From an optimization exercise on the open Yosys and OpenROAD flow, aimed at small area, a short achievable clock period and few clock cycles; shortcuts taken in it are not production practice.
Only simulation tests tie the RTL to the original design; equivalence was not proved.

==> flow/design.v <==
module hce_sin_quarter (
    input  wire [6:0]  a,
    output reg  [14:0] q
);
    always @(*) begin
        case (a)
            7'd0: q = 15'd0;
            7'd1: q = 15'd804;
            7'd2: q = 15'd1608;
            7'd3: q = 15'd2410;
            7'd4: q = 15'd3212;
            7'd5: q = 15'd4011;
            7'd6: q = 15'd4808;
            7'd7: q = 15'd5602;
            7'd8: q = 15'd6393;
            7'd9: q = 15'd7179;
            7'd10: q = 15'd7962;
            7'd11: q = 15'd8739;
            7'd12: q = 15'd9512;
            7'd13: q = 15'd10278;
            7'd14: q = 15'd11039;
            7'd15: q = 15'd11793;
            7'd16: q = 15'd12539;
            7'd17: q = 15'd13279;
            7'd18: q = 15'd14010;
            7'd19: q = 15'd14732;
            7'd20: q = 15'd15446;
            7'd21: q = 15'd16151;
            7'd22: q = 15'd16846;
            7'd23: q = 15'd17530;
            7'd24: q = 15'd18204;
            7'd25: q = 15'd18868;
            7'd26: q = 15'd19519;
            7'd27: q = 15'd20159;
            7'd28: q = 15'd20787;
            7'd29: q = 15'd21403;
            7'd30: q = 15'd22005;
            7'd31: q = 15'd22594;
            7'd32: q = 15'd23170;
            7'd33: q = 15'd23731;
            7'd34: q = 15'd24279;
            7'd35: q = 15'd24811;
            7'd36: q = 15'd25329;
            7'd37: q = 15'd25832;
            7'd38: q = 15'd26319;
            7'd39: q = 15'd26790;
            7'd40: q = 15'd27245;
            7'd41: q = 15'd27683;
            7'd42: q = 15'd28105;
            7'd43: q = 15'd28510;
            7'd44: q = 15'd28898;
            7'd45: q = 15'd29268;
            7'd46: q = 15'd29621;
            7'd47: q = 15'd29956;
            7'd48: q = 15'd30273;
            7'd49: q = 15'd30571;
            7'd50: q = 15'd30852;
            7'd51: q = 15'd31113;
            7'd52: q = 15'd31356;
            7'd53: q = 15'd31580;
            7'd54: q = 15'd31785;
            7'd55: q = 15'd31971;
            7'd56: q = 15'd32137;
            7'd57: q = 15'd32285;
            7'd58: q = 15'd32412;
            7'd59: q = 15'd32521;
            7'd60: q = 15'd32609;
            7'd61: q = 15'd32678;
            7'd62: q = 15'd32728;
            7'd63: q = 15'd32757;
            7'd64: q = 15'd32767;
            7'd65: q = 15'd32757;
            7'd66: q = 15'd32728;
            7'd67: q = 15'd32678;
            7'd68: q = 15'd32609;
            7'd69: q = 15'd32521;
            7'd70: q = 15'd32412;
            7'd71: q = 15'd32285;
            7'd72: q = 15'd32137;
            7'd73: q = 15'd31971;
            7'd74: q = 15'd31785;
            7'd75: q = 15'd31580;
            7'd76: q = 15'd31356;
            7'd77: q = 15'd31113;
            7'd78: q = 15'd30852;
            7'd79: q = 15'd30571;
            7'd80: q = 15'd30273;
            7'd81: q = 15'd29956;
            7'd82: q = 15'd29621;
            7'd83: q = 15'd29268;
            7'd84: q = 15'd28898;
            7'd85: q = 15'd28510;
            7'd86: q = 15'd28105;
            7'd87: q = 15'd27683;
            7'd88: q = 15'd27245;
            7'd89: q = 15'd26790;
            7'd90: q = 15'd26319;
            7'd91: q = 15'd25832;
            7'd92: q = 15'd25329;
            7'd93: q = 15'd24811;
            7'd94: q = 15'd24279;
            7'd95: q = 15'd23731;
            7'd96: q = 15'd23170;
            7'd97: q = 15'd22594;
            7'd98: q = 15'd22005;
            7'd99: q = 15'd21403;
            7'd100: q = 15'd20787;
            7'd101: q = 15'd20159;
            7'd102: q = 15'd19519;
            7'd103: q = 15'd18868;
            7'd104: q = 15'd18204;
            7'd105: q = 15'd17530;
            7'd106: q = 15'd16846;
            7'd107: q = 15'd16151;
            7'd108: q = 15'd15446;
            7'd109: q = 15'd14732;
            7'd110: q = 15'd14010;
            7'd111: q = 15'd13279;
            7'd112: q = 15'd12539;
            7'd113: q = 15'd11793;
            7'd114: q = 15'd11039;
            7'd115: q = 15'd10278;
            7'd116: q = 15'd9512;
            7'd117: q = 15'd8739;
            7'd118: q = 15'd7962;
            7'd119: q = 15'd7179;
            7'd120: q = 15'd6393;
            7'd121: q = 15'd5602;
            7'd122: q = 15'd4808;
            7'd123: q = 15'd4011;
            7'd124: q = 15'd3212;
            7'd125: q = 15'd2410;
            7'd126: q = 15'd1608;
            7'd127: q = 15'd804;
            default: q = 15'd0;
        endcase
    end
endmodule
module hce_sinq (
    input  wire [1:0]  cls,      
    input  wire [4:0]  i,
    input  wire [3:0]  fc4,
    output wire [14:0] mag,
    output wire        neg,
    output reg  [3:0]  wk
);
    reg [7:0] p0;                
    reg [5:0] pq;                
    reg [3:0] fn;                
    always @(*) begin
        case (i)
            5'd0: p0 = 8'd225;
            5'd1: p0 = 8'd196;
            5'd2: p0 = 8'd169;
            5'd3: p0 = 8'd144;
            5'd4: p0 = 8'd121;
            5'd5: p0 = 8'd100;
            5'd6: p0 = 8'd81;
            5'd7: p0 = 8'd64;
            5'd8: p0 = 8'd49;
            5'd9: p0 = 8'd36;
            5'd10: p0 = 8'd25;
            5'd11: p0 = 8'd16;
            5'd12: p0 = 8'd9;
            5'd13: p0 = 8'd4;
            5'd14: p0 = 8'd1;
            5'd15: p0 = 8'd0;
            5'd16: p0 = 8'd1;
            5'd17: p0 = 8'd4;
            5'd18: p0 = 8'd9;
            5'd19: p0 = 8'd16;
            5'd20: p0 = 8'd25;
            5'd21: p0 = 8'd36;
            5'd22: p0 = 8'd49;
            5'd23: p0 = 8'd64;
            5'd24: p0 = 8'd81;
            5'd25: p0 = 8'd100;
            5'd26: p0 = 8'd121;
            5'd27: p0 = 8'd144;
            5'd28: p0 = 8'd169;
            5'd29: p0 = 8'd196;
            5'd30: p0 = 8'd225;
            5'd31: p0 = 8'd0;
        endcase
        case (i[2:0])
            3'd0: pq = 6'd57;
            3'd1: pq = 6'd52;
            3'd2: pq = 6'd49;
            3'd3: pq = 6'd48;
            3'd4: pq = 6'd49;
            3'd5: pq = 6'd52;
            3'd6: pq = 6'd57;
            3'd7: pq = 6'd0;
        endcase
        case ({fc4, i[3:0]})
            8'd0: fn = 4'd0;
            8'd1: fn = 4'd0;
            8'd2: fn = 4'd0;
            8'd3: fn = 4'd0;
            8'd4: fn = 4'd0;
            8'd5: fn = 4'd0;
            8'd6: fn = 4'd0;
            8'd7: fn = 4'd0;
            8'd8: fn = 4'd0;
            8'd9: fn = 4'd0;
            8'd10: fn = 4'd0;
            8'd11: fn = 4'd0;
            8'd12: fn = 4'd0;
            8'd13: fn = 4'd0;
            8'd14: fn = 4'd0;
            8'd15: fn = 4'd0;
            8'd16: fn = 4'd1;
            8'd17: fn = 4'd2;
            8'd18: fn = 4'd3;
            8'd19: fn = 4'd4;
            8'd20: fn = 4'd5;
            8'd21: fn = 4'd6;
            8'd22: fn = 4'd7;
            8'd23: fn = 4'd8;
            8'd24: fn = 4'd9;
            8'd25: fn = 4'd10;
            8'd26: fn = 4'd11;
            8'd27: fn = 4'd12;
            8'd28: fn = 4'd13;
            8'd29: fn = 4'd14;
            8'd30: fn = 4'd15;
            8'd31: fn = 4'd0;
            8'd32: fn = 4'd2;
            8'd33: fn = 4'd4;
            8'd34: fn = 4'd6;
            8'd35: fn = 4'd8;
            8'd36: fn = 4'd10;
            8'd37: fn = 4'd12;
            8'd38: fn = 4'd14;
            8'd39: fn = 4'd0;
            8'd40: fn = 4'd2;
            8'd41: fn = 4'd4;
            8'd42: fn = 4'd6;
            8'd43: fn = 4'd8;
            8'd44: fn = 4'd10;
            8'd45: fn = 4'd12;
            8'd46: fn = 4'd14;
            8'd47: fn = 4'd0;
            8'd48: fn = 4'd3;
            8'd49: fn = 4'd6;
            8'd50: fn = 4'd9;
            8'd51: fn = 4'd12;
            8'd52: fn = 4'd15;
            8'd53: fn = 4'd2;
            8'd54: fn = 4'd5;
            8'd55: fn = 4'd8;
            8'd56: fn = 4'd11;
            8'd57: fn = 4'd14;
            8'd58: fn = 4'd1;
            8'd59: fn = 4'd4;
            8'd60: fn = 4'd7;
            8'd61: fn = 4'd10;
            8'd62: fn = 4'd13;
            8'd63: fn = 4'd0;
            8'd64: fn = 4'd4;
            8'd65: fn = 4'd8;
            8'd66: fn = 4'd12;
            8'd67: fn = 4'd0;
            8'd68: fn = 4'd4;
            8'd69: fn = 4'd8;
            8'd70: fn = 4'd12;
            8'd71: fn = 4'd0;
            8'd72: fn = 4'd4;
            8'd73: fn = 4'd8;
            8'd74: fn = 4'd12;
            8'd75: fn = 4'd0;
            8'd76: fn = 4'd4;
            8'd77: fn = 4'd8;
            8'd78: fn = 4'd12;
            8'd79: fn = 4'd0;
            8'd80: fn = 4'd5;
            8'd81: fn = 4'd10;
            8'd82: fn = 4'd15;
            8'd83: fn = 4'd4;
            8'd84: fn = 4'd9;
            8'd85: fn = 4'd14;
            8'd86: fn = 4'd3;
            8'd87: fn = 4'd8;
            8'd88: fn = 4'd13;
            8'd89: fn = 4'd2;
            8'd90: fn = 4'd7;
            8'd91: fn = 4'd12;
            8'd92: fn = 4'd1;
            8'd93: fn = 4'd6;
            8'd94: fn = 4'd11;
            8'd95: fn = 4'd0;
            8'd96: fn = 4'd6;
            8'd97: fn = 4'd12;
            8'd98: fn = 4'd2;
            8'd99: fn = 4'd8;
            8'd100: fn = 4'd14;
            8'd101: fn = 4'd4;
            8'd102: fn = 4'd10;
            8'd103: fn = 4'd0;
            8'd104: fn = 4'd6;
            8'd105: fn = 4'd12;
            8'd106: fn = 4'd2;
            8'd107: fn = 4'd8;
            8'd108: fn = 4'd14;
            8'd109: fn = 4'd4;
            8'd110: fn = 4'd10;
            8'd111: fn = 4'd0;
            8'd112: fn = 4'd7;
            8'd113: fn = 4'd14;
            8'd114: fn = 4'd5;
            8'd115: fn = 4'd12;
            8'd116: fn = 4'd3;
            8'd117: fn = 4'd10;
            8'd118: fn = 4'd1;
            8'd119: fn = 4'd8;
            8'd120: fn = 4'd15;
            8'd121: fn = 4'd6;
            8'd122: fn = 4'd13;
            8'd123: fn = 4'd4;
            8'd124: fn = 4'd11;
            8'd125: fn = 4'd2;
            8'd126: fn = 4'd9;
            8'd127: fn = 4'd0;
            8'd128: fn = 4'd8;
            8'd129: fn = 4'd0;
            8'd130: fn = 4'd8;
            8'd131: fn = 4'd0;
            8'd132: fn = 4'd8;
            8'd133: fn = 4'd0;
            8'd134: fn = 4'd8;
            8'd135: fn = 4'd0;
            8'd136: fn = 4'd8;
            8'd137: fn = 4'd0;
            8'd138: fn = 4'd8;
            8'd139: fn = 4'd0;
            8'd140: fn = 4'd8;
            8'd141: fn = 4'd0;
            8'd142: fn = 4'd8;
            8'd143: fn = 4'd0;
            8'd144: fn = 4'd9;
            8'd145: fn = 4'd2;
            8'd146: fn = 4'd11;
            8'd147: fn = 4'd4;
            8'd148: fn = 4'd13;
            8'd149: fn = 4'd6;
            8'd150: fn = 4'd15;
            8'd151: fn = 4'd8;
            8'd152: fn = 4'd1;
            8'd153: fn = 4'd10;
            8'd154: fn = 4'd3;
            8'd155: fn = 4'd12;
            8'd156: fn = 4'd5;
            8'd157: fn = 4'd14;
            8'd158: fn = 4'd7;
            8'd159: fn = 4'd0;
            8'd160: fn = 4'd10;
            8'd161: fn = 4'd4;
            8'd162: fn = 4'd14;
            8'd163: fn = 4'd8;
            8'd164: fn = 4'd2;
            8'd165: fn = 4'd12;
            8'd166: fn = 4'd6;
            8'd167: fn = 4'd0;
            8'd168: fn = 4'd10;
            8'd169: fn = 4'd4;
            8'd170: fn = 4'd14;
            8'd171: fn = 4'd8;
            8'd172: fn = 4'd2;
            8'd173: fn = 4'd12;
            8'd174: fn = 4'd6;
            8'd175: fn = 4'd0;
            8'd176: fn = 4'd11;
            8'd177: fn = 4'd6;
            8'd178: fn = 4'd1;
            8'd179: fn = 4'd12;
            8'd180: fn = 4'd7;
            8'd181: fn = 4'd2;
            8'd182: fn = 4'd13;
            8'd183: fn = 4'd8;
            8'd184: fn = 4'd3;
            8'd185: fn = 4'd14;
            8'd186: fn = 4'd9;
            8'd187: fn = 4'd4;
            8'd188: fn = 4'd15;
            8'd189: fn = 4'd10;
            8'd190: fn = 4'd5;
            8'd191: fn = 4'd0;
            8'd192: fn = 4'd12;
            8'd193: fn = 4'd8;
            8'd194: fn = 4'd4;
            8'd195: fn = 4'd0;
            8'd196: fn = 4'd12;
            8'd197: fn = 4'd8;
            8'd198: fn = 4'd4;
            8'd199: fn = 4'd0;
            8'd200: fn = 4'd12;
            8'd201: fn = 4'd8;
            8'd202: fn = 4'd4;
            8'd203: fn = 4'd0;
            8'd204: fn = 4'd12;
            8'd205: fn = 4'd8;
            8'd206: fn = 4'd4;
            8'd207: fn = 4'd0;
            8'd208: fn = 4'd13;
            8'd209: fn = 4'd10;
            8'd210: fn = 4'd7;
            8'd211: fn = 4'd4;
            8'd212: fn = 4'd1;
            8'd213: fn = 4'd14;
            8'd214: fn = 4'd11;
            8'd215: fn = 4'd8;
            8'd216: fn = 4'd5;
            8'd217: fn = 4'd2;
            8'd218: fn = 4'd15;
            8'd219: fn = 4'd12;
            8'd220: fn = 4'd9;
            8'd221: fn = 4'd6;
            8'd222: fn = 4'd3;
            8'd223: fn = 4'd0;
            8'd224: fn = 4'd14;
            8'd225: fn = 4'd12;
            8'd226: fn = 4'd10;
            8'd227: fn = 4'd8;
            8'd228: fn = 4'd6;
            8'd229: fn = 4'd4;
            8'd230: fn = 4'd2;
            8'd231: fn = 4'd0;
            8'd232: fn = 4'd14;
            8'd233: fn = 4'd12;
            8'd234: fn = 4'd10;
            8'd235: fn = 4'd8;
            8'd236: fn = 4'd6;
            8'd237: fn = 4'd4;
            8'd238: fn = 4'd2;
            8'd239: fn = 4'd0;
            8'd240: fn = 4'd15;
            8'd241: fn = 4'd14;
            8'd242: fn = 4'd13;
            8'd243: fn = 4'd12;
            8'd244: fn = 4'd11;
            8'd245: fn = 4'd10;
            8'd246: fn = 4'd9;
            8'd247: fn = 4'd8;
            8'd248: fn = 4'd7;
            8'd249: fn = 4'd6;
            8'd250: fn = 4'd5;
            8'd251: fn = 4'd4;
            8'd252: fn = 4'd3;
            8'd253: fn = 4'd2;
            8'd254: fn = 4'd1;
            8'd255: fn = 4'd0;
        endcase
    end
    wire [7:0] ps  = {p0[7:4] + fn, p0[3:0]};
    wire [5:0] pb  = {(cls == 2'd1 ? -pq : pq) + {fn, 2'b00}};
    wire [7:0] ph  = (cls == 2'd0) ? ps : {pb, 2'b00};
    assign neg = ph[7];
    hce_sin_quarter u_tab (.a(ph[6:0]), .q(mag));
    always @(*) begin
        if (cls == 2'd0) begin
            if (i < 5'd8)        wk = {1'b0, i[2:0]};
            else if (i >= 5'd24) wk = {1'b0, ~i[2:0]};
            else                 wk = 4'd8;
        end else begin
            case (i[2:0])
                3'd0, 3'd7: wk = 4'd0;
                3'd1, 3'd6: wk = 4'd4;
                default:    wk = 4'd8;
            endcase
        end
    end
endmodule
module hce_div #(
    parameter NS = 5
) (
    input  wire [16:0] d,
    input  wire [16:0] r_in,
    input  wire [14:0] z_in,
    output reg  [16:0] r_out,
    output reg  [14:0] z_out
);
    reg [17:0] sh;
    reg [18:0] t;
    integer s;
    always @(*) begin
        r_out = r_in;
        z_out = z_in;
        for (s = 0; s < NS; s = s + 1) begin
            sh    = {r_out, z_out[14]};
            t     = {1'b0, sh} - {2'b00, d};
            r_out = t[18] ? sh[16:0] : t[16:0];
            z_out = {z_out[13:0], ~t[18]};
        end
    end
endmodule
module hce_wmul_ctl (
    input  wire [3:0]  wk,
    input  wire        neg,
    output reg  [27:0] sel,
    output reg  [5:0]  inv,
    output reg  [2:0]  nn
);
    always @(*) begin
        sel = 28'd0;
        inv = 6'd0;
        nn  = 3'd0;
        case (wk)
            4'd1: begin
                sel[0] = 1'b1;
                inv[0] = neg ^ 1'b0;
                sel[7] = 1'b1;
                inv[1] = neg ^ 1'b0;
                sel[12] = 1'b1;
                inv[2] = neg ^ 1'b1;
                sel[17] = 1'b1;
                inv[3] = neg ^ 1'b1;
                nn = neg ? 3'd2 : 3'd2;
            end
            4'd2: begin
                sel[1] = 1'b1;
                inv[0] = neg ^ 1'b0;
                sel[8] = 1'b1;
                inv[1] = neg ^ 1'b0;
                sel[14] = 1'b1;
                inv[2] = neg ^ 1'b1;
                sel[20] = 1'b1;
                inv[3] = neg ^ 1'b1;
                sel[23] = 1'b1;
                inv[4] = neg ^ 1'b1;
                sel[26] = 1'b1;
                inv[5] = neg ^ 1'b0;
                nn = neg ? 3'd3 : 3'd3;
            end
            4'd3: begin
                sel[2] = 1'b1;
                inv[0] = neg ^ 1'b0;
                sel[9] = 1'b1;
                inv[1] = neg ^ 1'b0;
                sel[13] = 1'b1;
                inv[2] = neg ^ 1'b1;
                sel[18] = 1'b1;
                inv[3] = neg ^ 1'b0;
                nn = neg ? 3'd3 : 3'd1;
            end
            4'd4: begin
                sel[3] = 1'b1;
                inv[0] = neg ^ 1'b0;
                sel[5] = 1'b1;
                inv[1] = neg ^ 1'b1;
                nn = neg ? 3'd1 : 3'd1;
            end
            4'd5: begin
                sel[4] = 1'b1;
                inv[0] = neg ^ 1'b0;
                sel[11] = 1'b1;
                inv[1] = neg ^ 1'b1;
                sel[16] = 1'b1;
                inv[2] = neg ^ 1'b1;
                sel[21] = 1'b1;
                inv[3] = neg ^ 1'b0;
                sel[24] = 1'b1;
                inv[4] = neg ^ 1'b1;
                sel[27] = 1'b1;
                inv[5] = neg ^ 1'b0;
                nn = neg ? 3'd3 : 3'd3;
            end
            4'd6: begin
                sel[4] = 1'b1;
                inv[0] = neg ^ 1'b0;
                sel[10] = 1'b1;
                inv[1] = neg ^ 1'b1;
                sel[15] = 1'b1;
                inv[2] = neg ^ 1'b1;
                sel[22] = 1'b1;
                inv[3] = neg ^ 1'b0;
                sel[25] = 1'b1;
                inv[4] = neg ^ 1'b0;
                sel[26] = 1'b1;
                inv[5] = neg ^ 1'b0;
                nn = neg ? 3'd4 : 3'd2;
            end
            4'd7: begin
                sel[4] = 1'b1;
                inv[0] = neg ^ 1'b0;
                sel[8] = 1'b1;
                inv[1] = neg ^ 1'b1;
                sel[14] = 1'b1;
                inv[2] = neg ^ 1'b1;
                sel[19] = 1'b1;
                inv[3] = neg ^ 1'b0;
                nn = neg ? 3'd2 : 3'd2;
            end
            4'd8: begin
                sel[4] = 1'b1;
                inv[0] = neg ^ 1'b0;
                sel[6] = 1'b1;
                inv[1] = neg ^ 1'b1;
                nn = neg ? 3'd1 : 3'd1;
            end
            default: ;
        endcase
    end
endmodule
module hce_wmul (
    input  wire [14:0] mag,
    input  wire [27:0] sel,
    input  wire [5:0]  inv,
    input  wire [2:0]  nn,
    output wire [31:0] sh
);
    wire [31:0] m = {17'd0, mag};
    wire [31:0] r0 = {32{inv[0]}} ^ (({32{sel[0]}} & (m << 11))
                    | ({32{sel[1]}} & (m << 13))
                    | ({32{sel[2]}} & (m << 14))
                    | ({32{sel[3]}} & (m << 15))
                    | ({32{sel[4]}} & (m << 16)));
    wire [31:0] r1 = {32{inv[1]}} ^ (({32{sel[5]}} & (m << 0))
                    | ({32{sel[6]}} & (m << 1))
                    | ({32{sel[7]}} & (m << 9))
                    | ({32{sel[8]}} & (m << 11))
                    | ({32{sel[9]}} & (m << 12))
                    | ({32{sel[10]}} & (m << 13))
                    | ({32{sel[11]}} & (m << 14)));
    wire [31:0] r2 = {32{inv[2]}} ^ (({32{sel[12]}} & (m << 6))
                    | ({32{sel[13]}} & (m << 8))
                    | ({32{sel[14]}} & (m << 9))
                    | ({32{sel[15]}} & (m << 11))
                    | ({32{sel[16]}} & (m << 12)));
    wire [31:0] r3 = {32{inv[3]}} ^ (({32{sel[17]}} & (m << 1))
                    | ({32{sel[18]}} & (m << 2))
                    | ({32{sel[19]}} & (m << 6))
                    | ({32{sel[20]}} & (m << 7))
                    | ({32{sel[21]}} & (m << 8))
                    | ({32{sel[22]}} & (m << 9)));
    wire [31:0] r4 = {32{inv[4]}} ^ (({32{sel[23]}} & (m << 2))
                    | ({32{sel[24]}} & (m << 3))
                    | ({32{sel[25]}} & (m << 7)));
    wire [31:0] r5 = {32{inv[5]}} ^ (({32{sel[26]}} & (m << 0))
                    | ({32{sel[27]}} & (m << 1)));
    assign sh = r0 + r1 + r2 + r3 + r4 + r5 + {29'd0, nn};
endmodule
module hce_ymul (
    input  wire [30:0] x,
    input  wire [3:0]  wk,
    output wire [46:0] y
);
    wire [27:0] sel;
    wire [5:0]  inv;
    wire [2:0]  nn;
    hce_wmul_ctl u_ctl (.wk(wk), .neg(1'b0), .sel(sel), .inv(inv), .nn(nn));
    wire [46:0] m = {16'd0, x};
    wire [46:0] r0 = {47{inv[0]}} ^ (({47{sel[0]}} & (m << 11))
                    | ({47{sel[1]}} & (m << 13))
                    | ({47{sel[2]}} & (m << 14))
                    | ({47{sel[3]}} & (m << 15))
                    | ({47{sel[4]}} & (m << 16)));
    wire [46:0] r1 = {47{inv[1]}} ^ (({47{sel[5]}} & (m << 0))
                    | ({47{sel[6]}} & (m << 1))
                    | ({47{sel[7]}} & (m << 9))
                    | ({47{sel[8]}} & (m << 11))
                    | ({47{sel[9]}} & (m << 12))
                    | ({47{sel[10]}} & (m << 13))
                    | ({47{sel[11]}} & (m << 14)));
    wire [46:0] r2 = {47{inv[2]}} ^ (({47{sel[12]}} & (m << 6))
                    | ({47{sel[13]}} & (m << 8))
                    | ({47{sel[14]}} & (m << 9))
                    | ({47{sel[15]}} & (m << 11))
                    | ({47{sel[16]}} & (m << 12)));
    wire [46:0] r3 = {47{inv[3]}} ^ (({47{sel[17]}} & (m << 1))
                    | ({47{sel[18]}} & (m << 2))
                    | ({47{sel[19]}} & (m << 6))
                    | ({47{sel[20]}} & (m << 7))
                    | ({47{sel[21]}} & (m << 8))
                    | ({47{sel[22]}} & (m << 9)));
    wire [46:0] r4 = {47{inv[4]}} ^ (({47{sel[23]}} & (m << 2))
                    | ({47{sel[24]}} & (m << 3))
                    | ({47{sel[25]}} & (m << 7)));
    wire [46:0] r5 = {47{inv[5]}} ^ (({47{sel[26]}} & (m << 0))
                    | ({47{sel[27]}} & (m << 1)));
    assign y = r0 + r1 + r2 + r3 + r4 + r5 + {44'd0, nn};
endmodule
module hce (
    input  wire        clk,
    input  wire        rst,
    input  wire        bus_wr,
    input  wire        bus_rd,
    input  wire [7:0]  bus_addr,
    input  wire [31:0] bus_wdata,
    output reg  [31:0] bus_rdata,
    output wire        bus_err,
    output wire        out_valid,
    input  wire        out_ready,
    output wire [15:0] out_data,
    output wire        out_last,
    output wire        irq
);
    localparam [2:0] S_IDLE = 3'd0, S_BUSY = 3'd1, S_STREAM = 3'd2, S_DONE = 3'd3, S_ERROR = 3'd4;
    localparam [3:0] OP_ENCODE = 4'd1, OP_SYNTH = 4'd2, OP_START = 4'd3, OP_ABORT = 4'd4,
                     OP_CLEAR = 4'd5;
    reg [2:0]  state;
    reg [1:0]  lastcmd;
    reg        code_valid, wave_valid, rej, aborted;
    reg [1:0]  err_lo;             
    reg        err_1x, err_2x;
    reg [1:0]  errcmd;
    reg [1:0]  ien;
    reg [31:0] mode, fc, interval, duration, volume, waddr;
    reg [19:0] msg;
    reg [19:0] msg_l;              
    reg [3:0]  fc4;                
    reg [18:0] nrep;
    reg [31:0] nsamp, pos;
    reg [26:0] gap;                
    function [26:0] ham20;
        input [19:0] d;
        reg [24:0] c;
        integer p, k, i;
        begin
            k = 0;
            c = 25'd0;
            for (p = 1; p <= 25; p = p + 1) begin
                if (p != 1 && p != 2 && p != 4 && p != 8 && p != 16) begin
                    c[p-1] = d[k];
                    k = k + 1;
                end
            end
            for (i = 0; i < 5; i = i + 1) begin
                for (p = 1; p <= 25; p = p + 1) begin
                    if (((p >> i) & 1) == 1 && p != (1 << i))
                        c[(1 << i) - 1] = c[(1 << i) - 1] ^ c[p-1];
                end
            end
            ham20 = {c[0] ^ c[8] ^ c[16] ^ c[24],
                     c[0] ^ c[4] ^ c[8] ^ c[12] ^ c[16] ^ c[20] ^ c[24],
                     c};
        end
    endfunction
    wire [26:0] code_l = ham20(msg_l);
    function [1:0] kcode;
        input [1:0] cls;
        input [2:0] f;
        begin
            if (cls == 2'd0 || f[0] == 1'b0)             kcode = 2'd0;
            else if (f[1] != f[2])                       kcode = 2'd1;      
            else if ((f[2] == 1'b1) == (cls == 2'd1))    kcode = 2'd2;
            else                                         kcode = 2'd3;
        end
    endfunction
    function [16:0] k2;                        
        input [1:0] kc;
        begin
            case (kc)
                2'd0:    k2 = 17'd131068;
                2'd1:    k2 = 17'd125424;
                2'd2:    k2 = 17'd121092;
                default: k2 = 17'd61784;
            endcase
        end
    endfunction
    function [31:0] peakv;
        input [1:0] kc;
        begin
            case (kc)
                2'd0:    peakv = 32'd2147352578;
                2'd1:    peakv = 32'd2054884104;
                2'd2:    peakv = 32'd1983910782;
                default: peakv = 32'd1012238164;
            endcase
        end
    endfunction
    function [15:0] wval;
        input [3:0] wk;
        begin
            case (wk)
                4'd0: wval = 16'd0;
                4'd1: wval = 16'd2494;
                4'd2: wval = 16'd9597;
                4'd3: wval = 16'd20228;
                4'd4: wval = 16'd32767;
                4'd5: wval = 16'd45306;
                4'd6: wval = 16'd55937;
                4'd7: wval = 16'd63040;
                default: wval = 16'd65534;
            endcase
        end
    endfunction
    assign bus_err = (bus_wr || bus_rd) && ((bus_addr[1:0] != 2'b00) || (bus_addr > 8'h54));
    wire   wr_ok   = bus_wr && !bus_err;
    wire        waddr_wr = wr_ok && (bus_addr[6:2] == 5'h11);
    wire [31:0] wa_src   = bus_wr ? bus_wdata : waddr;
    wire [1:0]  wa_cls   = (wa_src[5] == 1'b0) ? 2'd0 : (wa_src[3] == 1'b0 ? 2'd1 : 2'd2);
    wire [14:0] wa_mag;
    wire        wa_neg;
    wire [3:0]  wa_wk;
    hce_sinq u_wsin (.cls(wa_cls), .i(wa_src[5] ? {2'b00, wa_src[2:0]} : wa_src[4:0]), .fc4(fc4),
                     .mag(wa_mag), .neg(wa_neg), .wk(wa_wk));
    wire [27:0] wa_sel;
    wire [5:0]  wa_inv;
    wire [2:0]  wa_nn;
    hce_wmul_ctl u_wctl (.wk(wa_wk), .neg(wa_neg), .sel(wa_sel), .inv(wa_inv), .nn(wa_nn));
    reg         wd_stale;
    wire        wd_en    = waddr_wr || (wd_stale && !bus_wr);
    wire        wd_ready = !wd_stale || wd_en;
    reg  [14:0] wd_mag;
    reg  [27:0] wd_sel;
    reg  [5:0]  wd_inv;
    reg  [2:0]  wd_nn;
    reg         wd_ok;
    always @(posedge clk) begin
        if (wd_en) begin
            wd_mag <= wa_mag;
            wd_sel <= wa_sel;
            wd_inv <= wa_inv;
            wd_nn  <= wa_nn;
            wd_ok  <= (wa_src[31:6] == 26'd0) && (wa_src[5:4] != 2'b11);
        end
    end
    wire [31:0] wd_sh;
    hce_wmul u_wmul (.mag(wd_mag), .sel(wd_sel), .inv(wd_inv), .nn(wd_nn), .sh(wd_sh));
    wire [31:0] wdata   = (wave_valid && wd_ok) ? wd_sh : 32'd0;
    wire [31:0] pk_low  = wave_valid ? peakv(kcode(2'd1, fc4[2:0])) : 32'd0;
    wire [31:0] pk_high = wave_valid ? peakv(kcode(2'd2, fc4[2:0])) : 32'd0;
    wire [31:0] pk_sync = wave_valid ? 32'd2147352578 : 32'd0;
    reg  [7:0]  jj;                
    reg         in_gap;
    reg  [26:0] gcnt;              
    reg         t_v;               
    reg  [14:0] t_q;
    reg         t_neg;
    wire        silent   = in_gap || (jj[7:3] == 5'd0);
    assign out_valid     = (state == S_STREAM) && (silent || t_v);
    assign out_data      = silent ? 16'd0 : (t_neg ? -{1'b0, t_q} : {1'b0, t_q});
    wire [31:0] pos_inc  = pos + 32'd1;
    assign out_last      = (pos_inc == nsamp);
    wire        emit     = out_valid && out_ready;
    wire        consume  = emit && !silent;
    assign irq = (ien[0] && state == S_DONE) || (ien[1] && state == S_ERROR);
    reg         run;               
    reg  [7:0]  ic;                
    wire        adv = !t_v || consume;
    wire [1:0]  n_cls = (ic < 8'd32) ? 2'd0 : (code_l[ic[7:3] - 5'd4] ? 2'd2 : 2'd1);
    wire [4:0]  n_i   = (ic < 8'd32) ? ic[4:0] : {2'b00, ic[2:0]};
    reg         i0_v, s1_v, s2_v, s3_v, s4_v, d1_v, d2_v, d3_v, d4_v;
    reg  [1:0]  i0_cls;
    reg  [4:0]  i0_i;
    reg  [1:0]  i0_kc, s1_kc, s2_kc, s3_kc, s4_kc, d1_kc, d2_kc, d3_kc, d4_kc;
    reg         s1_neg, s2_neg, s3_neg, s4_neg, d1_neg, d2_neg, d3_neg, d4_neg;
    reg  [14:0] s1_mag;
    reg  [3:0]  s1_wk, s2_wk;
    reg  [30:0] s2_x;
    reg  [46:0] s3_y;
    reg  [31:0] s4_z;
    reg  [16:0] d1_r, d2_r, d3_r, d4_r;
    reg  [14:0] d1_z, d2_z, d3_z, d4_z;
    wire [14:0] i_mag;
    wire        i_neg;
    wire [3:0]  i_wk;
    hce_sinq u_ssin (.cls(i0_cls), .i(i0_i), .fc4(fc4), .mag(i_mag), .neg(i_neg), .wk(i_wk));
    wire [46:0] s2_y;
    hce_ymul u_ymul (.x(s2_x), .wk(s2_wk), .y(s2_y));
    wire [47:0] y    = {s3_y, 1'b0};
    wire [32:0] zs   = {1'b0, y[47:16]} + {17'd0, y[15:0]};
    wire [17:0] zt   = {1'b0, zs[32:16]} + {2'b00, zs[15:0]};
    wire [1:0]  zc   = (zt >= 18'd131070) ? 2'd2 : (zt >= 18'd65535) ? 2'd1 : 2'd0;
    wire [16:0] s3_k2 = k2(s3_kc);
    wire [31:0] z    = y[47:16] + {15'd0, zs[32:16]} + {30'd0, zc} + {16'd0, s3_k2[16:1]};
    wire [16:0] dv1_r, dv2_r, dv3_r, dv4_r, dv5_r;
    wire [14:0] dv1_z, dv2_z, dv3_z, dv4_z, dv5_z;
    hce_div #(.NS(3)) u_d1 (.d(k2(s4_kc)), .r_in(s4_z[31:15]), .z_in(s4_z[14:0]), .r_out(dv1_r), .z_out(dv1_z));
    hce_div #(.NS(3)) u_d2 (.d(k2(d1_kc)), .r_in(d1_r), .z_in(d1_z), .r_out(dv2_r), .z_out(dv2_z));
    hce_div #(.NS(3)) u_d3 (.d(k2(d2_kc)), .r_in(d2_r), .z_in(d2_z), .r_out(dv3_r), .z_out(dv3_z));
    hce_div #(.NS(3)) u_d4 (.d(k2(d3_kc)), .r_in(d3_r), .z_in(d3_z), .r_out(dv4_r), .z_out(dv4_z));
    hce_div #(.NS(3)) u_d5 (.d(k2(d4_kc)), .r_in(d4_r), .z_in(d4_z), .r_out(dv5_r), .z_out(dv5_z));
    always @(posedge clk) begin
        if (adv) begin
            i0_cls <= n_cls;
            i0_i   <= n_i;
            i0_kc  <= kcode(n_cls, fc4[2:0]);
            s1_mag <= i_mag;
            s1_neg <= i_neg;
            s1_wk  <= i_wk;
            s1_kc  <= i0_kc;
            s2_x   <= volume[15:0] * s1_mag;
            s2_neg <= s1_neg;
            s2_wk  <= s1_wk;
            s2_kc  <= s1_kc;
            s3_y   <= s2_y;
            s3_neg <= s2_neg;
            s3_kc  <= s2_kc;
            s4_z   <= z;
            s4_neg <= s3_neg;
            s4_kc  <= s3_kc;
            d1_r   <= dv1_r;
            d1_z   <= dv1_z;
            d1_neg <= s4_neg;
            d1_kc  <= s4_kc;
            d2_r   <= dv2_r;
            d2_z   <= dv2_z;
            d2_neg <= d1_neg;
            d2_kc  <= d1_kc;
            d3_r   <= dv3_r;
            d3_z   <= dv3_z;
            d3_neg <= d2_neg;
            d3_kc  <= d2_kc;
            d4_r   <= dv4_r;
            d4_z   <= dv4_z;
            d4_neg <= d3_neg;
            d4_kc  <= d3_kc;
            t_q    <= dv5_z;
            t_neg  <= d4_neg;
        end
    end
    reg         b_nrep;            
    reg         b_up;
    reg  [32:0] b_a;
    reg  [32:0] b_d;
    reg  [4:0]  b_k;
    reg  [1:0]  b_op;              
    wire [33:0] b_sub  = b_up ? {b_d, 1'b0} : {1'b0, b_d};
    wire [34:0] b_t    = {2'b00, b_a} - {1'b0, b_sub};
    wire        b_fit  = !b_t[34];
    wire [31:0] per    = 32'd256 + {5'd0, gap};
    wire        busy   = (state == S_BUSY);
    reg [31:0] rd_other;
    always @(*) bus_rdata = (bus_addr[6:2] == 5'h12) ? wdata : rd_other;
    always @(*) begin
        case (bus_addr[6:2])
            5'h01:   rd_other = {20'd0, 2'b00, lastcmd, aborted, rej, wave_valid, code_valid, 1'b0, state};
            5'h02:   rd_other = {20'd0, 2'b00, errcmd, 2'b00, err_2x, err_1x, 2'b00, err_lo};
            5'h03:   rd_other = {30'd0, ien};
            5'h04:   rd_other = mode;
            5'h05:   rd_other = {12'd0, msg};
            5'h06:   rd_other = fc;
            5'h07:   rd_other = interval;
            5'h08:   rd_other = duration;
            5'h09:   rd_other = volume;
            5'h0A:   rd_other = code_valid ? {5'd0, code_l} : 32'd0;
            5'h0B:   rd_other = busy ? 32'd0 : {13'd0, nrep};
            5'h0C:   rd_other = busy ? 32'd0 : nsamp;
            5'h0D:   rd_other = pos;
            5'h0E:   rd_other = pk_sync;
            5'h0F:   rd_other = pk_low;
            5'h10:   rd_other = pk_high;
            5'h11:   rd_other = waddr;
            5'h13:   rd_other = 32'd16;
            5'h14:   rd_other = 32'd4;
            5'h15:   rd_other = 32'd8;
            default: rd_other = 32'd0;
        endcase
    end
    reg [2:0] st;
    reg [3:0] op;
    reg       clr_res;
    always @(posedge clk) begin
        if (rst) begin
            state      <= S_IDLE;
            lastcmd    <= 2'd0;
            code_valid <= 1'b0;
            wave_valid <= 1'b0;
            rej        <= 1'b0;
            aborted    <= 1'b0;
            err_lo     <= 2'd0;
            err_1x     <= 1'b0;
            err_2x     <= 1'b0;
            errcmd     <= 2'd0;
            ien        <= 2'd0;
            mode       <= 32'd0;
            msg        <= 20'd0;
            fc         <= 32'd19500;
            interval   <= 32'd500;
            duration   <= 32'd30000;
            volume     <= 32'd52428;
            waddr      <= 32'd0;
            nrep       <= 19'd0;
            nsamp      <= 32'd0;
            pos        <= 32'd0;
            run        <= 1'b0;
            wd_stale   <= 1'b1;
            t_v        <= 1'b0;
            i0_v       <= 1'b0;
            s1_v       <= 1'b0;
            s2_v       <= 1'b0;
            s3_v       <= 1'b0;
            s4_v       <= 1'b0;
            d1_v       <= 1'b0;
            d2_v       <= 1'b0;
            d3_v       <= 1'b0;
            d4_v       <= 1'b0;
        end else begin
            st = state;
            clr_res = 1'b0;
            if (wd_en) wd_stale <= 1'b0;
            if (adv) begin
                i0_v <= run;
                s1_v <= i0_v;
                s2_v <= s1_v;
                s3_v <= s2_v;
                s4_v <= s3_v;
                d1_v <= s4_v;
                d2_v <= d1_v;
                d3_v <= d2_v;
                d4_v <= d3_v;
                t_v  <= d4_v;
                if (run) ic <= (ic == 8'd247) ? 8'd0 : ic + 8'd1;
            end
            case (state)
            S_BUSY: begin
                if (b_op == 2'd1) begin
                    code_valid <= 1'b1;
                    st = S_DONE;
                end else if (b_op == 2'd2) begin
                    if (wd_ready) begin
                        wave_valid <= 1'b1;
                        st = S_DONE;
                    end
                end else if (b_nrep && !b_up && b_k == 5'd0 && !wd_ready) begin
                end else if (b_up) begin
                    if (b_fit) begin
                        b_d <= {b_d[31:0], 1'b0};
                        b_k <= b_k + 5'd1;
                    end else begin
                        b_up <= 1'b0;
                    end
                end else begin
                    if (b_fit) b_a <= b_t[32:0];
                    b_d <= {1'b0, b_d[32:1]};
                    b_k <= b_k - 5'd1;
                    if (!b_nrep) begin
                        gap <= {gap[25:0], b_fit};
                    end else begin
                        nrep  <= {nrep[17:0], b_fit};
                        nsamp <= {nsamp[30:0], 1'b0} + ((b_fit && b_k < 5'd18) ? per : 32'd0);
                    end
                    if (b_k == 5'd0) begin
                        if (!b_nrep) begin
                            b_nrep <= 1'b1;
                            b_up   <= 1'b1;
                            b_a    <= {1'b0, duration};
                            b_d    <= {1'b0, interval} + 33'd16000;
                            b_k    <= 5'd0;
                        end else if (nrep[17:0] == 18'd0 && !b_fit) begin
                            err_2x <= 1'b1;
                            err_lo <= 2'd3;
                            errcmd <= lastcmd;
                            run    <= 1'b0;
                            st = S_ERROR;
                        end else begin
                            code_valid <= 1'b1;
                            wave_valid <= 1'b1;
                            pos        <= 32'd0;
                            jj         <= 8'd0;
                            in_gap     <= 1'b0;
                            st = S_STREAM;
                        end
                    end
                end
            end
            S_STREAM: begin
                if (emit) begin
                    pos <= pos_inc;
                    if (in_gap) begin
                        if (gcnt == 27'd1) begin
                            in_gap <= 1'b0;
                            jj     <= 8'd0;
                        end else begin
                            gcnt <= gcnt - 27'd1;
                        end
                    end else begin
                        jj <= jj + 8'd1;
                        if (jj == 8'd255 && gap != 27'd0) begin
                            in_gap <= 1'b1;
                            gcnt   <= gap;
                        end
                    end
                    if (out_last) begin
                        run <= 1'b0;
                        st = S_DONE;
                    end
                end
            end
            default: ;
            endcase
            if (wr_ok) begin
                case (bus_addr[6:2])
                5'h00: begin
                    op = bus_wdata[3:0];
                    if (bus_wdata[31:4] != 28'd0 || op > OP_CLEAR) begin
                        rej <= 1'b1;
                    end else if (op == OP_ENCODE || op == OP_SYNTH || op == OP_START) begin
                        if (st == S_IDLE || st == S_DONE) begin
                            clr_res    = 1'b1;
                            aborted    <= 1'b0;
                            lastcmd    <= op[1:0];
                            msg_l      <= msg;
                            fc4        <= fc[3:0];
                            wd_stale   <= 1'b1;
                            if (mode != 32'd0) begin
                                err_1x <= 1'b1;
                                err_2x <= 1'b0;
                                err_lo <= 2'd2;
                                errcmd <= op[1:0];
                                st = S_ERROR;
                            end else if (op == OP_START && volume[31:16] != 16'd0) begin
                                err_1x <= 1'b1;
                                err_2x <= 1'b0;
                                err_lo <= 2'd1;
                                errcmd <= op[1:0];
                                st = S_ERROR;
                            end else begin
                                b_op   <= op[1:0];
                                b_nrep <= 1'b0;
                                b_up   <= 1'b1;
                                b_a    <= {interval, 1'b0};
                                b_d    <= 33'd125;
                                b_k    <= 5'd0;
                                gap    <= 27'd0;
                                if (op == OP_START) begin
                                    run  <= 1'b1;
                                    ic   <= 8'd0;
                                    t_v  <= 1'b0;
                                    i0_v <= 1'b0;
                                    s1_v <= 1'b0;
                                    s2_v <= 1'b0;
                                    s3_v <= 1'b0;
                                    s4_v <= 1'b0;
                                    d1_v <= 1'b0;
                                    d2_v <= 1'b0;
                                    d3_v <= 1'b0;
                                    d4_v <= 1'b0;
                                end
                                st = S_BUSY;
                            end
                        end else begin
                            rej <= 1'b1;
                        end
                    end else if (op == OP_ABORT) begin
                        if (st == S_BUSY || st == S_STREAM) begin
                            aborted <= 1'b1;
                            clr_res = 1'b1;
                            run     <= 1'b0;
                            st = S_IDLE;
                        end
                    end else if (op == OP_CLEAR) begin
                        if (st == S_BUSY || st == S_STREAM) begin
                            rej <= 1'b1;
                        end else begin
                            err_lo  <= 2'd0;
                            err_1x  <= 1'b0;
                            err_2x  <= 1'b0;
                            errcmd  <= 2'd0;
                            rej     <= 1'b0;
                            aborted <= 1'b0;
                            st = S_IDLE;
                        end
                    end
                end
                5'h03: ien   <= bus_wdata[1:0];
                5'h11: waddr <= bus_wdata;
                5'h04, 5'h05, 5'h06, 5'h07, 5'h08, 5'h09: begin
                    if (st == S_BUSY || st == S_STREAM) begin
                        rej <= 1'b1;
                    end else begin
                        case (bus_addr[6:2])
                        5'h04: mode     <= bus_wdata;
                        5'h05: msg      <= bus_wdata[19:0];
                        5'h06: fc       <= bus_wdata;
                        5'h07: interval <= bus_wdata;
                        5'h08: duration <= bus_wdata;
                        default: volume <= bus_wdata;
                        endcase
                    end
                end
                default: ;
                endcase
            end
            if (clr_res) begin
                code_valid <= 1'b0;
                wave_valid <= 1'b0;
                nrep       <= 19'd0;
                nsamp      <= 32'd0;
                pos        <= 32'd0;
            end
            state <= st;
        end
    end
endmodule
==> flow/flow/run.sh <==
#!/bin/bash
set -euo pipefail
bash standard.sh SETUP_SLACK_MARGIN=10 finish > flow_make.log 2>&1
==> flow/standard.sh <==
#!/bin/bash
# synth_recipe.tcl (not shown) runs the flow's synth.tcl, then flattens the netlist and writes it again
# the make line also repeats each setting of config.mk as NAME=value (left out here)
make -C /OpenROAD-flow-scripts/flow DESIGN_CONFIG=/design/flow/config.mk WORK_HOME=/design/flow/orfs CLKGATE_MAP_FILE= SYNTH_SCRIPT=/design/flow/synth_recipe.tcl "${@:-finish}"
==> flow/config.mk <==
export PLATFORM = sky130hd
export DESIGN_NAME = hce
export DESIGN_NICKNAME = hce
export VERILOG_FILES = /design/flow/design.v
export SDC_FILE = /design/flow/constraint.sdc
export NUM_CORES = 4
export LEC_CHECK = 0
export ABC_AREA = 1
export CAP_MARGIN = 20
export CORE_MARGIN = 2
export CORE_UTILIZATION = 55
export PLACE_DENSITY = 0.7
export SLEW_MARGIN = 20
export SYNTH_MEMORY_MAX_BITS = 16384
==> flow/constraint.sdc <==
create_clock -name core_clock -period 20.0 [get_ports {clk}]
set_input_delay 4.0000 -clock core_clock [delete_from_list [all_inputs] [get_ports {clk}]]
set_output_delay 4.0000 -clock core_clock [all_outputs]
set_load 0.01 [all_outputs]
==> results.cfg, run 1 <==
[floorplanning]
rows = 145
ios = 97
die_h_um = 400
coreArea_mm2 = 0.156
die_w_um = 400
dieArea_mm2 = 0.160
start_util_pct = 55.4

[timing]
worst_slew_pin_slew_ns = 1.27
slew_headroom_pct = 15.3
setup_viol = 0
hold_viol = 0
finalSetupTns_ns = 0
fmax_ghz = 0.0968
fin_skew_ns = 0.0720
maxSlewViolCount = 0
rsz0062_at_grt = yes
final.period_utilization_pct = 51.6
finalCriticalPeriod_ns = 10.33

[cts]
cts_num_sinks = 834
cts_tree = done
numCtsBuffers = 96
clk_pin_slew_ns = 0.06
clockBufferDepth = 3
root_buffer = clkbuf_16
ctsHoldBuffers = 0
htree_levels = 3
clock_latency_ns = 0.74

[logic_synthesis]
async_flop_share_pct = 0
synthTopCellsByArea = edfxtp_1 18%, fa_1 11%, nand2_1 10%
synthesis.area_mm2 = 0.0865
netlist.area_leader.share_pct = 17.6
synth_edf_count = 506
syn-num-nets = 12900
yosys_warnings = 5
ys_types = 82
yosysSeqAreaShare_pct = 25.2
yosys.area.top_type = edfxtp_1
synth-seq-cells = 834
synth_cells = 11800
syn-mean-instance-area_um2 = 7.33
synth_ff_type = edfxtp_1

[drt]
vias = 84800
wl_per_cell_um = 22.6
firstDrtPassIters = 6
ant_nets = 0
routed_wl_mm = 315
dr.first_iter.drc_count = 10200
routed_via_density = 6.07
drc = 0

[place]
placed_area_mm2 = 0.0891
placedCellCount = 13600
gp_congestion = 1.05
port_buffers = 96
dp_hpwl_mm = 245

[grt]
grt_antenna_before_repair = 12
grt_start_max_net_pins = 153
gr-total-overflow = 0
grt_pass1_vias = 80800
grt_usage_pct = 38.3
grt_pass1_wl_mm = 481

[layout]
num-nets-final = 13000
largest_register_ffs = 47
layout.cells.non_filler = 14000
reg_top3 = s3_y: 47 flops, b_a: 33 flops, b_d: 33 flops
final_layout_size_suffix_gt1_share_pct = 7.39
syn_to_final_growth_pct = 10.7
final_util_pct = 61.3
regMostFlops = s3_y
final_area_mm2 = 0.0957

[worst_setup_path]
crit_path_start = bus_addr[3]
cp.arrival_ns = 6.33
timing.rr.start = d3_kc[0]
critical_path_class = primary input to output port
end_kind = output port
reg2reg_depth = 43
required_ns = 16.00
critPathMaxFanout = 7
worst_setup_path_start_kind = primary input

[run]
cap_violations = 0

[hold_path]
hp-start = d2_z[10]
min_path_cells = 0
hold_class = flip-flop to flip-flop

[run_status]
outcome = finished clean
-- path summary, 6_finish.rpt --
kind	slack, ns	to
worst max-delay path	9.67	bus_rdata[23]
worst min-delay path	0.41	d3_z[13]
worst max register to register	11.42	d4_r[16]
worst min register to register	0.41	d3_z[13]
-- critical path, cell delays in order --
cell and delay [ns]:
buf_12 0.11, nand2_2 0.07, nor2_2 0.05, inv_2 0.07, nor2_2 0.04, buf_6 0.13
clkinvlp_4 0.13, buf_12 0.15, o22ai_2 0.08, a221oi_2 0.31, o2111ai_2 0.24, a2111oi_4 0.52
buf_4 0.22, nand2_1 0.07, buf_6 0.12
-- cells in the final DEF (no fill, tap or decap), drive strengths merged, types with 53 or more instances in the layout --
cell / netlist / final
buf: 79 / 292
clkdlybuf4s50: 0 / 59
nand2: 2418 / 2418
fa: 488 / 488
clkinv: 35 / 60
xnor2: 168 / 168
dfxtp: 328 / 328
ha: 616 / 616
a221oi: 69 / 69
nand4: 134 / 134
a211oi: 58 / 58
nand3: 478 / 478
nor4: 66 / 66
o21ai: 1018 / 1018
o211ai: 129 / 129
nor2: 1168 / 1168
o221ai: 53 / 53
edfxtp: 506 / 506
xor2: 439 / 439
a21oi: 755 / 755
clkbuf: 342 / 124
o22ai: 62 / 62
nor3: 154 / 154
inv: 1795 / 1802
-- metrics by stage --
step	setup slack [ns]	hold slack [ns]
after CTS	9.69	0.403
after global routing	9.58	0.416
after detailed placement	7.89	0.405
after floorplan	10.18	0.400
final	9.67	0.406
after global placement	7.95	0.401
-- cell type report --
class                           count  area [um^2]
Clock buffer                      121         2680
Timing Repair Buffer              358         3200
Tap cell                         2058         2570
Timing Repair inverter              2         15.0
Fill cell                       14200        60500
Clock inverter                     59          722
Sequential cell                   834        21800
Multi-Input combinational cell   8707        57800
Antenna cell                        7         17.5
Inverter                         1830         6970
-- routing by layer --
metal	part of all wire, %	wire length (um)	GRT usage [%]
met1	41	130000	53.1
met2	43	136000	58.4
met3	11	36000	8.63
met5	0.021	67	0
met4	4.2	13300	14.3
-- synth_stat cells, types with 66 or more instances --
| library cell | number |
|---|---|
| o21ai_0 | 987 |
| nand4_1 | 134 |
| fa_1 | 488 |
| xnor2_1 | 168 |
| xor2_1 | 438 |
| ha_1 | 616 |
| clkbuf_1 | 338 |
| nor3_1 | 148 |
| nand3_1 | 472 |
| nand2_1 | 2392 |
| a21oi_1 | 754 |
| edfxtp_1 | 506 |
| nor2_1 | 1157 |
| dfxtp_1 | 328 |
| inv_1 | 1771 |
| o211ai_1 | 129 |
| nor4_1 | 66 |
-- cells by family after synthesis --
logic type | share of synthesized area [%]
xor+xnor | 6.21
compound gates | 16.7
simple gates | 21.6
flops | 25.2
buf+inv | 10.0
fa+ha+maj | 20.2
mux | 0.0941
-- what timing repair did --
item	CTS	global route
setup buffers	125	33
endpoints found under the hold margin	0	0
gates cloned	5	0
endpoints found under the setup margin	32	39
pin swaps	88	73
resized for setup	466	145
Testbench counts, summed over its fixed seeds: cycles 12,189.
==> inputs of run 2 (changes only) <==
--- a/flow/design.v
+++ b/flow/design.v
@@ -788,17 +788,25 @@
     wire   wr_ok   = bus_wr && !bus_err;
     wire        waddr_wr = wr_ok && (bus_addr[6:2] == 5'h11);
     wire [31:0] wa_src   = bus_wr ? bus_wdata : waddr;
-    wire [1:0]  wa_cls   = (wa_src[5] == 1'b0) ? 2'd0 : (wa_src[3] == 1'b0 ? 2'd1 : 2'd2);
+    reg         wd_stale;
+    wire        sin_wd   = bus_wr || wd_stale;
+    reg  [1:0]  i0_cls;
+    reg  [4:0]  i0_i;
+    wire [1:0]  wb_cls   = (bus_wdata[5] == 1'b0) ? 2'd0 : (bus_wdata[3] == 1'b0 ? 2'd1 : 2'd2);
+    wire [4:0]  wb_i     = bus_wdata[5] ? {2'b00, bus_wdata[2:0]} : bus_wdata[4:0];
+    wire [1:0]  wr_cls   = (waddr[5] == 1'b0) ? 2'd0 : (waddr[3] == 1'b0 ? 2'd1 : 2'd2);
+    wire [4:0]  wr_i     = waddr[5] ? {2'b00, waddr[2:0]} : waddr[4:0];
+    wire [1:0]  alt_cls  = wd_stale ? wr_cls : i0_cls;
+    wire [4:0]  alt_i    = wd_stale ? wr_i : i0_i;
     wire [14:0] wa_mag;
     wire        wa_neg;
     wire [3:0]  wa_wk;
-    hce_sinq u_wsin (.cls(wa_cls), .i(wa_src[5] ? {2'b00, wa_src[2:0]} : wa_src[4:0]), .fc4(fc4),
-                     .mag(wa_mag), .neg(wa_neg), .wk(wa_wk));
+    hce_sinq u_sin (.cls(bus_wr ? wb_cls : alt_cls), .i(bus_wr ? wb_i : alt_i), .fc4(fc4),
+                    .mag(wa_mag), .neg(wa_neg), .wk(wa_wk));
     wire [27:0] wa_sel;
     wire [5:0]  wa_inv;
     wire [2:0]  wa_nn;
     hce_wmul_ctl u_wctl (.wk(wa_wk), .neg(wa_neg), .sel(wa_sel), .inv(wa_inv), .nn(wa_nn));
-    reg         wd_stale;
     wire        wd_en    = waddr_wr || (wd_stale && !bus_wr);
     wire        wd_ready = !wd_stale || wd_en;
     reg  [14:0] wd_mag;
@@ -841,8 +849,6 @@
     wire [1:0]  n_cls = (ic < 8'd32) ? 2'd0 : (code_l[ic[7:3] - 5'd4] ? 2'd2 : 2'd1);
     wire [4:0]  n_i   = (ic < 8'd32) ? ic[4:0] : {2'b00, ic[2:0]};
     reg         i0_v, s1_v, s2_v, s3_v, s4_v, d1_v, d2_v, d3_v, d4_v;
-    reg  [1:0]  i0_cls;
-    reg  [4:0]  i0_i;
     reg  [1:0]  i0_kc, s1_kc, s2_kc, s3_kc, s4_kc, d1_kc, d2_kc, d3_kc, d4_kc;
     reg         s1_neg, s2_neg, s3_neg, s4_neg, d1_neg, d2_neg, d3_neg, d4_neg;
     reg  [14:0] s1_mag;
@@ -852,10 +858,6 @@
     reg  [31:0] s4_z;
     reg  [16:0] d1_r, d2_r, d3_r, d4_r;
     reg  [14:0] d1_z, d2_z, d3_z, d4_z;
-    wire [14:0] i_mag;
-    wire        i_neg;
-    wire [3:0]  i_wk;
-    hce_sinq u_ssin (.cls(i0_cls), .i(i0_i), .fc4(fc4), .mag(i_mag), .neg(i_neg), .wk(i_wk));
     wire [46:0] s2_y;
     hce_ymul u_ymul (.x(s2_x), .wk(s2_wk), .y(s2_y));
     wire [47:0] y    = {s3_y, 1'b0};
@@ -872,13 +874,15 @@
     hce_div #(.NS(3)) u_d4 (.d(k2(d3_kc)), .r_in(d3_r), .z_in(d3_z), .r_out(dv4_r), .z_out(dv4_z));
     hce_div #(.NS(3)) u_d5 (.d(k2(d4_kc)), .r_in(d4_r), .z_in(d4_z), .r_out(dv5_r), .z_out(dv5_z));
     always @(posedge clk) begin
-        if (adv) begin
+        if (adv && !sin_wd) begin
             i0_cls <= n_cls;
             i0_i   <= n_i;
             i0_kc  <= kcode(n_cls, fc4[2:0]);
-            s1_mag <= i_mag;
-            s1_neg <= i_neg;
-            s1_wk  <= i_wk;
+        end
+        if (adv) begin
+            s1_mag <= wa_mag;
+            s1_neg <= wa_neg;
+            s1_wk  <= wa_wk;
             s1_kc  <= i0_kc;
             s2_x   <= volume[15:0] * s1_mag;
             s2_neg <= s1_neg;
@@ -910,7 +914,11 @@
             t_neg  <= d4_neg;
         end
     end
-    reg         b_nrep;            
+    reg  [1:0]  b_mode;            
+    reg         g_ok;              
+    reg         nrep_req;          
+    reg  [1:0]  bm;                
+    reg         gok_n, nreq_n;
     reg         b_up;
     reg  [32:0] b_a;
     reg  [32:0] b_d;
@@ -976,6 +984,10 @@
             pos        <= 32'd0;
             run        <= 1'b0;
             wd_stale   <= 1'b1;
+            b_mode     <= 2'd0;
+            g_ok       <= 1'b1;
+            nrep_req   <= 1'b0;
+            gap        <= 27'd8;               
             t_v        <= 1'b0;
             i0_v       <= 1'b0;
             s1_v       <= 1'b0;
@@ -991,8 +1003,8 @@
             clr_res = 1'b0;
             if (wd_en) wd_stale <= 1'b0;
             if (adv) begin
-                i0_v <= run;
-                s1_v <= i0_v;
+                if (!sin_wd) i0_v <= run;
+                s1_v <= i0_v && !sin_wd;
                 s2_v <= s1_v;
                 s3_v <= s2_v;
                 s4_v <= s3_v;
@@ -1001,20 +1013,13 @@
                 d3_v <= d2_v;
                 d4_v <= d3_v;
                 t_v  <= d4_v;
-                if (run) ic <= (ic == 8'd247) ? 8'd0 : ic + 8'd1;
+                if (run && !sin_wd) ic <= (ic == 8'd247) ? 8'd0 : ic + 8'd1;
             end
-            case (state)
-            S_BUSY: begin
-                if (b_op == 2'd1) begin
-                    code_valid <= 1'b1;
-                    st = S_DONE;
-                end else if (b_op == 2'd2) begin
-                    if (wd_ready) begin
-                        wave_valid <= 1'b1;
-                        st = S_DONE;
-                    end
-                end else if (b_nrep && !b_up && b_k == 5'd0 && !wd_ready) begin
-                end else if (b_up) begin
+            bm     = b_mode;
+            gok_n  = g_ok;
+            nreq_n = nrep_req;
+            if (b_mode != 2'd0 && !(b_mode == 2'd2 && !b_up && b_k == 5'd0 && !wd_ready)) begin
+                if (b_up) begin
                     if (b_fit) begin
                         b_d <= {b_d[31:0], 1'b0};
                         b_k <= b_k + 5'd1;
@@ -1025,19 +1030,16 @@
                     if (b_fit) b_a <= b_t[32:0];
                     b_d <= {1'b0, b_d[32:1]};
                     b_k <= b_k - 5'd1;
-                    if (!b_nrep) begin
+                    if (b_mode == 2'd1) begin
                         gap <= {gap[25:0], b_fit};
                     end else begin
                         nrep  <= {nrep[17:0], b_fit};
                         nsamp <= {nsamp[30:0], 1'b0} + ((b_fit && b_k < 5'd18) ? per : 32'd0);
                     end
                     if (b_k == 5'd0) begin
-                        if (!b_nrep) begin
-                            b_nrep <= 1'b1;
-                            b_up   <= 1'b1;
-                            b_a    <= {1'b0, duration};
-                            b_d    <= {1'b0, interval} + 33'd16000;
-                            b_k    <= 5'd0;
+                        bm = 2'd0;
+                        if (b_mode == 2'd1) begin
+                            gok_n = 1'b1;
                         end else if (nrep[17:0] == 18'd0 && !b_fit) begin
                             err_2x <= 1'b1;
                             err_lo <= 2'd3;
@@ -1055,6 +1057,26 @@
                     end
                 end
             end
+            if (bm == 2'd0 && gok_n && nreq_n) begin
+                bm     = 2'd2;
+                nreq_n = 1'b0;
+                b_up   <= 1'b1;
+                b_a    <= {1'b0, duration};
+                b_d    <= {1'b0, interval} + 33'd16000;
+                b_k    <= 5'd0;
+            end
+            case (state)
+            S_BUSY: begin
+                if (b_op == 2'd1) begin
+                    code_valid <= 1'b1;
+                    st = S_DONE;
+                end else if (b_op == 2'd2) begin
+                    if (wd_ready) begin
+                        wave_valid <= 1'b1;
+                        st = S_DONE;
+                    end
+                end
+            end
             S_STREAM: begin
                 if (emit) begin
                     pos <= pos_inc;
@@ -1108,13 +1130,16 @@
                                 st = S_ERROR;
                             end else begin
                                 b_op   <= op[1:0];
-                                b_nrep <= 1'b0;
-                                b_up   <= 1'b1;
-                                b_a    <= {interval, 1'b0};
-                                b_d    <= 33'd125;
-                                b_k    <= 5'd0;
-                                gap    <= 27'd0;
                                 if (op == OP_START) begin
+                                    if (bm == 2'd0 && gok_n) begin
+                                        bm   = 2'd2;
+                                        b_up <= 1'b1;
+                                        b_a  <= {1'b0, duration};
+                                        b_d  <= {1'b0, interval} + 33'd16000;
+                                        b_k  <= 5'd0;
+                                    end else begin
+                                        nreq_n = 1'b1;
+                                    end
                                     run  <= 1'b1;
                                     ic   <= 8'd0;
                                     t_v  <= 1'b0;
@@ -1138,6 +1163,8 @@
                             aborted <= 1'b1;
                             clr_res = 1'b1;
                             run     <= 1'b0;
+                            nreq_n  = 1'b0;
+                            if (bm == 2'd2) bm = 2'd0;
                             st = S_IDLE;
                         end
                     end else if (op == OP_CLEAR) begin
@@ -1164,7 +1191,16 @@
                         5'h04: mode     <= bus_wdata;
                         5'h05: msg      <= bus_wdata[19:0];
                         5'h06: fc       <= bus_wdata;
-                        5'h07: interval <= bus_wdata;
+                        5'h07: begin
+                            interval <= bus_wdata;
+                            bm    = 2'd1;
+                            gok_n = 1'b0;
+                            b_up  <= 1'b1;
+                            b_a   <= {bus_wdata, 1'b0};
+                            b_d   <= 33'd125;
+                            b_k   <= 5'd0;
+                            gap   <= 27'd0;
+                        end
                         5'h08: duration <= bus_wdata;
                         default: volume <= bus_wdata;
                         endcase
@@ -1180,7 +1216,10 @@
                 nsamp      <= 32'd0;
                 pos        <= 32'd0;
             end
-            state <= st;
+            b_mode   <= bm;
+            g_ok     <= gok_n;
+            nrep_req <= nreq_n;
+            state    <= st;
         end
     end
 endmodule
==> flow/flow/run.sh (replaced) <==
#!/bin/bash
set -euo pipefail
bash standard.sh SETUP_SLACK_MARGIN=10.5 finish > flow_make.log 2>&1
==> results.cfg, run 2 <==
[worst_setup_path]
critical-path-top-delay-family = buffers and inverters
timing.rr.start = s4_kc[0]
cpMostUsedCell = buf_4
r2r-end = d1_r[7]
reg2reg_depth = 42
regToRegSetupSlack_ns = 11.55
cp_slowest_cell = fa_1
required_ns = 16.00
end_kind = output port
worst_setup_path_start_kind = flip-flop
worst_path_largest_cell_delay_ns = 0.55
crit_buf_inv = 18
critical_path_class = flip-flop to output port
critPathMaxFanout = 3
cp.arrival_ns = 6.62

[floorplanning]
dieArea_mm2 = 0.158
die_h_um = 398
rows = 144
coreArea_mm2 = 0.154
ios = 97
start_util_pct = 55.4
die_w_um = 398

[logic_synthesis]
ys_types = 79
syn-num-nets = 12700
synthMostInstantiatedCell = nand2_1
async_flop_share_pct = 0
synthTopCellsByCount = 2338 x nand2_1, 1833 x inv_1, 961 x nor2_1
synthTopCellsByArea = edfxtp_1 17%, fa_1 11%, nand2_1 10%
yosys.area.top_type = edfxtp_1
syn-mean-instance-area_um2 = 7.37
yosys_warnings = 5
synth-seq-cells = 833
synthesis.area_mm2 = 0.0853
netlist.area_leader.share_pct = 16.8
yosysSeqAreaShare_pct = 25.1
synth_edf_count = 478
synth_ff_type = edfxtp_1
synth_cells = 11600

[grt]
gr-total-overflow = 0
grt_usage_pct = 38.8
grt_pass1_vias = 79500
grt_pass1_wl_mm = 474
grt_start_max_net_pins = 183
grt_antenna_before_repair = 14

[hold_path]
hold_class = flip-flop to flip-flop
min_path_cells = 0
hp-start = d1_z[9]
holdPathEnd = d2_z[12]

[drt]
firstDrtPassIters = 9
ant_nets = 0
drc = 0
wl_per_cell_um = 22.8
dr.first_iter.drc_count = 9793
routed_wl_mm = 314
vias = 83400
routed_via_density = 6.04

[timing]
worst_slew_pin_slew_ns = 1.22
final.period_utilization_pct = 53.1
hold_viol = 0
whs_ns = 0.413
fmax_ghz = 0.0942
finalSetupTns_ns = 0
setup_viol = 0
finalCriticalPeriod_ns = 10.62
rsz0062_at_grt = yes
maxSlewViolCount = 0
fin_skew_ns = 0.0660
slew_headroom_pct = 18.5

[layout]
layout_common_cells = 2293 x nand2_1, 1795 x inv_1, 921 x nor2_1
final_layout_size_suffix_gt1_share_pct = 8.76
final_util_pct = 61.7
largest_register_ffs = 47
fillers = 13700
syn_to_final_growth_pct = 11.3
num-nets-final = 12800
reg_top3 = s3_y: 47 flops, b_a: 33 flops, b_d: 33 flops
regMostFlops = s3_y
final_common_cell = nand2_1

[run]
cap_violations = 0

[cts]
clockBufferDepth = 3
clock_latency_ns = 0.75
htree_levels = 3
cts_num_sinks = 833
clk_pin_slew_ns = 0.07
root_buffer = clkbuf_16
ctsHoldBuffers = 0
cts_tree = done
numCtsBuffers = 97

[place]
port_buffers = 96
gp_congestion = 1.03
dp_hpwl_mm = 244

[run_status]
outcome = finished clean
-- run 2: metrics by stage --
stage	worst slack, ns	std cells	cell area, um^2
after global placement	7.58	13400	87800
after global routing	9.15	13800	95000
final	9.38	13800	95000
after floorplan	10.44	11600	85400
after CTS	9.48	13800	94400
after detailed placement	7.67	13400	87900
-- run 2: timing repair --
| item | in CTS | in global routing |
|---|---|---|
| resized for setup | 577 | 97 |
| gates cloned | 5 | 0 |
| pin swaps | 114 | 62 |
| setup buffers | 175 | 40 |
| setup endpoints to repair | 56 | 63 |
-- run 2: cell families (layout without fill, tap and decap cells) --
group                      after synthesis  count (layout)  synth area share, %
adders and majority gates             1078            1078                 20.1
other                                    0               2                    0
AOI/OAI and AO/OA                     2396            2396                 16.1
buffers and inverters                 2297            2473                 10.4
muxes                                   14              14                0.167
xor gates and xnor gates               601             601                 6.17
and+or+nand+nor                       4360            4360                 21.9
DFF                                    833             833                 25.1
-- run 2: worst max-delay path by stage --
| stage | from | end | depth (start not counted) |
|---|---|---|---|
| final | wd_sel[17] | bus_rdata[4] | 30 |
| after global routing | wd_mag[0] | bus_rdata[31] | 28 |
| after CTS | wd_mag[0] | bus_rdata[25] | 29 |
| after detailed placement | bus_addr[5] | bus_rdata[2] | 11 |
| after global placement | bus_addr[6] | bus_rdata[17] | 11 |
| after floorplan | wd_inv[4] | bus_rdata[19] | 26 |
-- run 2: layout make-up --
class,count,area [um^2],area share [%]
timing repair inverter,3,25.0,0.0263
clock inverter,42,532,0.560
sequential,833,21500,22.6
clock buffer,137,2780,2.92
antenna,2,5.00,0.00527
inverter,1886,7250,7.63
tap,2044,2560,2.69
timing repair buffer,405,3570,3.76
multi-input combinational,8449,56900,59.8
-- run 2: routing by layer --
metal	routed length (um)	GRT usage (%)	part of all wire, %
met1	131000	54.3	42
met2	135000	59.1	43
met3	35800	8.61	11
met4	11900	13.5	3.8
met5	68	0	0.022
Testbench counts of run 2, summed over its fixed seeds: cycles 12,067.

## separate check: timing with driven ports
The results above use ideal ports. As a check the final layouts listed here were re-extracted and re-timed, cells and wires unchanged. Step 1 assumes that a clkbuf_16 drives the clock port and a buf_2 every other input. Step 2 also shifts input and output timing later by t, the mid clock arrival at the registers, as if the neighbouring blocks saw the same clock. Slacks: ideal ports / drivers / drivers and shift; pairs: ideal ports / drivers.
run	t, ns	setup slack, ns	cell pins on the clock port's net
run 1	0.792	9.673 / 9.620 / 9.620	1
run 2	0.792	9.384 / 9.307 / 9.438	1
After both steps every run listed still meets setup and hold. The setup slack of run 1, which loses most, moves by -0.053 ns with the drivers and by -0.053 ns with both steps.
